Background: an optimization exercise with open tools, aiming at small area. Do not read the settings as production practice. Only simulation tests tie the RTL to the original design; equivalence was not proved. Power is estimated from default activity; no workload was simulated.

## pidmc
module pidmc (
    input  wire        clk,
    input  wire        rst,         
    input  wire        start,
    input  wire        tick_fast,
    input  wire        tick_med,
    input  wire        tick_ctrl,
    input  wire        pulse,
    input  wire        ready,
    input  wire [15:0] adc,
    output wire [7:0]  duty,
    output wire        init_done,
    output wire        lcd_rs,
    output wire        lcd_rw,
    output wire        lcd_e,
    output wire [7:0]  lcd_d
);
    localparam [1:0] TS_IDLE = 2'd0, TS_SETUP = 2'd1, TS_EHI = 2'd2, TS_SETTLE = 2'd3;
    localparam [6:0] Q_TARGET = 7'd27, Q_PULSES = 7'd29, Q_CSEXIT = 7'd30,
                     Q_RETC = 7'd65, Q_DIVEND = 7'd99;
    localparam [2:0] S_SEL = 3'd0, S_HOME = 3'd1, S_HOMEW = 3'd2, S_LINE2 = 3'd3,
                     S_LINE2W = 3'd4, S_CHAR = 3'd5, S_CHARW = 3'd6, S_RETM = 3'd7;
  ...
==> flow/config.mk <==
export PLATFORM = sky130hd
export DESIGN_NAME = pidmc
export DESIGN_NICKNAME = pidmc
export VERILOG_FILES = /design/flow/design.v
export SDC_FILE = /design/flow/constraint.sdc
export NUM_CORES = 4
export LEC_CHECK = 0
export CAP_MARGIN = 20
export CORE_MARGIN = 2
export CORE_UTILIZATION = 60
export SLEW_MARGIN = 20
==> flow/constraint.sdc <==
create_clock -name core_clock -period 100.0 [get_ports {clk}]
set_input_delay 20.0000 -clock core_clock [delete_from_list [all_inputs] [get_ports {clk}]]
set_output_delay 20.0000 -clock core_clock [all_outputs]
set_load 0.01 [all_outputs]
standard.sh (not shown) runs the stock make flow with config.mk's settings and CLKGATE_MAP_FILE= SYNTH_SCRIPT=/design/flow/synth_recipe.tcl, a recipe that flattens the netlist after the stock synthesis.
==> flow/flow/run.sh <==
#!/bin/bash
# Own layout flow:
#  1. the standard synthesis, unchanged;
#  2. an area re-mapping of its combinational logic by ABC: the flip-flops
#     and tie cells stay the same instances, names and cell types.  Two
#     chains of rounds are run from the standard netlist; in each round
#     every ABC script of the chain's list is applied to the current
#     netlist and the smallest result becomes the next round's input.  The
#     smallest netlist seen is used, and only if a formal equivalence check
#     against the standard netlist passes;
#  3. the standard layout, with the smallest buffer on the ports and a
#     clock tree of small clock buffers without dummy loads.
set -uo pipefail
R=orfs/results/sky130hd/pidmc/base
bash standard.sh synth > log_1_standard_synth.log 2>&1 || exit 1
cp $R/1_2_yosys.v std_synth.v
mkdir -p reopt
best_area=""
echo "re-mapping rounds" > reopt_status.txt

run_chain() {  # chain name, script list, number of rounds
  local chain=$1 list=$2 rounds=$3 round k S f a ra rb
  cp std_synth.v reopt/cur.v
  for round in $(seq 1 $rounds); do
    k=0
    while read -r S; do
      S=$(printf '%s' "$S" | sed 's/[&#\\]/\\&/g')
      sed -e "s#@SCRIPT@#$S#" -e "s#std_synth.v#reopt/cur.v#" \
          -e "s#reopt_after.txt#reopt/after_${chain}${round}_$k.txt#" \
          -e "s#reopt_before.txt#reopt/before_${chain}${round}_$k.txt#" \
          -e "s#reopt.v#reopt/net_${chain}${round}_$k.v#" flow/reopt.ys > reopt/r_${chain}${round}_$k.ys
      timeout 600 yosys -s reopt/r_${chain}${round}_$k.ys > reopt/log_yosys_${chain}${round}_$k.log 2>&1 &
      k=$((k+1))
      if (( k % 8 == 0 )); then wait; fi
    done < $list
    wait
    rb=""; ra=""
    for f in reopt/after_${chain}${round}_*.txt; do
      a=$(grep "Chip area" $f 2>/dev/null | awk '{print $NF}')
      [ -n "$a" ] || continue
      if [ -z "$ra" ] || awk "BEGIN{exit !($a < $ra)}"; then ra=$a; rb=${f#reopt/after_}; rb=${rb%.txt}; fi
    done
    [ -n "$rb" ] || break
    echo "chain $chain round $round: best $rb area $ra" >> reopt_status.txt
    cp reopt/net_$rb.v reopt/cur.v
    if [ -z "$best_area" ] || awk "BEGIN{exit !($ra < $best_area)}"; then
      best_area=$ra; cp reopt/net_$rb.v reopt.v
    fi
  done
}
run_chain a flow/abc_scripts_a.txt 12
run_chain b flow/abc_scripts_b.txt 12

echo "best area $best_area" >> reopt_status.txt
if [ -n "$best_area" ] && yosys -s flow/eq.ys > log_3_equiv_yosys.log 2>&1; then
  cp reopt.v $R/1_2_yosys.v
  echo "re-mapped netlist used" >> reopt_status.txt
else
  echo "re-mapping or equivalence failed; standard netlist used" >> reopt_status.txt
fi
rm -f $R/1_synth.odb $R/1_synth.sdc
export BUFFER_PORTS_ARGS="-buffer_cell sky130_fd_sc_hd__buf_1"
export CTS_ARGS="-sink_clustering_enable -repair_clock_nets -buf_list sky130_fd_sc_hd__clkbuf_4 -dont_use_dummy_load"
bash standard.sh finish > log_4_standard_layout.log 2>&1
Other scripts of this flow, unchanged in this note and not shown: flow/flow/abc_scripts_a.txt, flow/flow/abc_scripts_b.txt, flow/flow/eq.ys, flow/flow/reopt.ys
The baseline passed the timing, design-rule and antenna checks.
Next try:
--- a/flow/design.v
+++ b/flow/design.v
@@ -8,21 +8,21 @@
     input  wire        pulse,
     input  wire        ready,
     input  wire [15:0] adc,
     output wire [7:0]  duty,
     output wire        init_done,
     output wire        lcd_rs,
     output wire        lcd_rw,
     output wire        lcd_e,
     output wire [7:0]  lcd_d
 );
-    localparam [1:0] TS_IDLE = 2'd0, TS_SETUP = 2'd1, TS_EHI = 2'd2, TS_SETTLE = 2'd3;
+    localparam [1:0] TS_IDLE = 2'd0, TS_SETUP = 2'd1, TS_EHI = 2'd3, TS_SETTLE = 2'd2;
     localparam [6:0] Q_TARGET = 7'd27, Q_PULSES = 7'd29, Q_CSEXIT = 7'd30,
                      Q_RETC = 7'd65, Q_DIVEND = 7'd99;
     localparam [2:0] S_SEL = 3'd0, S_HOME = 3'd1, S_HOMEW = 3'd2, S_LINE2 = 3'd3,
                      S_LINE2W = 3'd4, S_CHAR = 3'd5, S_CHARW = 3'd6, S_RETM = 3'd7;
     localparam [1:0] S_TICK = 2'd0, S_CMD = 2'd1, S_CMDW = 2'd2, S_RETF = 2'd3;
     function [6:0] template_char(input [4:0] i);
         template_char = {
             (i[0] & ~i[3]) | (~i[2] & ~i[3]) | (~i[1] & ~i[3]) | (~i[1] & ~i[2]),
             (i[1] & i[3]) | (~i[0] & i[1] & i[2]) | (i[2] & i[3]),
             (i[0] & i[1] & i[2]) | (~i[0] & ~i[2] & ~i[3] & ~i[4]) | (i[2] & i[3]) | (i[0] & i[2] & ~i[4]) | (i[1] & ~i[2] & ~i[3] & i[4]) | (~i[0] & ~i[1] & i[3]),
@@ -213,61 +213,40 @@
     always @(posedge clk or posedge rst) begin
         if (rst) begin
             duty_r      <= 8'h80;
             init_done_r <= 1'b0;
             ts          <= TS_IDLE;
             tw          <= 7'd0;
             pend        <= 3'b000;
             act         <= 2'b00;
             ck          <= 2'd0;
             bg_started  <= 1'b0;
-            m3          <= 4'd0;
-            m2          <= 4'd0;
-            m1          <= 4'd0;
-            m0          <= 1'b0;
-            c3          <= 1'b0;
-            c2          <= 4'd0;
-            c1          <= 4'd0;
-            c0          <= 4'd0;
         end else begin
             duty_r <= duty_next;
             case (ts)
                 TS_SETUP:  ts <= TS_EHI;
                 TS_EHI:    ts <= TS_SETTLE;
                 TS_SETTLE: if (ready) ts <= TS_IDLE;
                 default:   ;
             endcase
             if (disp) begin
                 if (disp_fast) act[3] <= 1'b1;
                 if (disp_med)  act[2] <= 1'b1;
                 if (disp_ctrl) ck <= 2'd1;
             end else if (run_ctrl) begin
                 if (!c_body) begin
                     if (!ck[1]) begin
                         ck <= (cq == Q_DIVEND) ? 2'd3 : 2'd2;
                     end else begin
                         ck <= 2'd0;
                     end
                 end else begin
-                    if (fmt) begin
-                        case (cq[4:0])
-                            5'd12: c3 <= (r >= 12'd4093);
-                            5'd13: c2 <= r_dig;
-                            5'd14: c1 <= r_dig;
-                            5'd15: c0 <= r_dig;
-                            5'd28: m3 <= t3;
-                            5'd29: m2 <= t2;
-                            5'd30: m1 <= t1;
-                            5'd31: m0 <= t0;
-                            default: ;
-                        endcase
-                    end
                     if (cq == Q_RETC) ck <= 2'd0;
                 end
             end else if (run_med) begin
                 case (hpc_med)
                     S_HOME: begin
                         tw <= word;
                         ts <= TS_SETUP;
                     end
                     S_LINE2: begin
                         tw <= word;
@@ -298,20 +277,42 @@
                 if ((j == 3 && disp_fast) || (j == 2 && disp_med) || (j == 1 && disp_ctrl))
                     pend[j] <= ticks[j];
                 else if (ticks[j])
                     pend[j] <= 1'b1;
             end
         end
     end
     always @(posedge clk) begin
         cursor <= cursor_next;
         cq     <= cq_next;
+        if (!bg_started) begin
+            m3 <= 4'd0;
+            m2 <= 4'd0;
+            m1 <= 4'd0;
+            m0 <= 1'b0;
+            c3 <= 1'b0;
+            c2 <= 4'd0;
+            c1 <= 4'd0;
+            c0 <= 4'd0;
+        end else if (run_ctrl && fmt) begin
+            case (cq[4:0])
+                5'd12: c3 <= (r >= 12'd4093);
+                5'd13: c2 <= r_dig;
+                5'd14: c1 <= r_dig;
+                5'd15: c0 <= r_dig;
+                5'd28: m3 <= t3;
+                5'd29: m2 <= t2;
+                5'd30: m1 <= t1;
+                5'd31: m0 <= t0;
+                default: ;
+            endcase
+        end
         if (pulses_op || !init_done_r) begin
             pa  <= 6'd0;
             pc3 <= 4'd0;
             pc2 <= 4'd0;
             pc1 <= 4'd0;
             pc0 <= count_pulse;
         end else if (count_pulse) begin
             if (pc_wrap) begin
                 pa  <= 6'd0;
                 pc3 <= 4'd0;
Register-to-register slack got worse by 0.28 ns.
Critical path depth goes down by 8.
Setup slack improved by 0.76 ns.
Via count goes up by about 6%.
First-iteration DRC count goes down by about 2.7%.
Utilization hardly moves.
Area after synthesis stays flat.
Sequential power is about the same.
Final cell count goes up by about 4%.
Non-clock buffer count goes down by 1.
Design area stays flat.
Count of clock-buffer cells in the layout stays the same.
Wire length goes up by about 3.7%.

[static timing again, ports no longer ideal]
How much do the figures lean on ideal ports? The routed layouts below were timed once more, with nothing changed but the port constraints. Step 1, drivers: a clkbuf_16 drives clk and a buf_2 each remaining input, both assumed. Step 2 also shifts input and output timing later by t, the mid clock arrival at the registers, as if the neighbouring blocks saw the same clock. Three values: ideal ports, drivers, drivers and shift; two values: the first two.
run | shift t [ns] | slack for setup (ns) | worst setup path at the end
the first run | 0.539 | 77.369 / 77.381 / 76.842 | input to register
the second run | 0.500 | 78.127 / 78.095 / 77.655 | input to register
After both steps setup and hold are still met in every run listed. For the first run, which loses most, drivers alone change the setup slack by +0.012 ns; drivers and shift together by -0.527 ns.
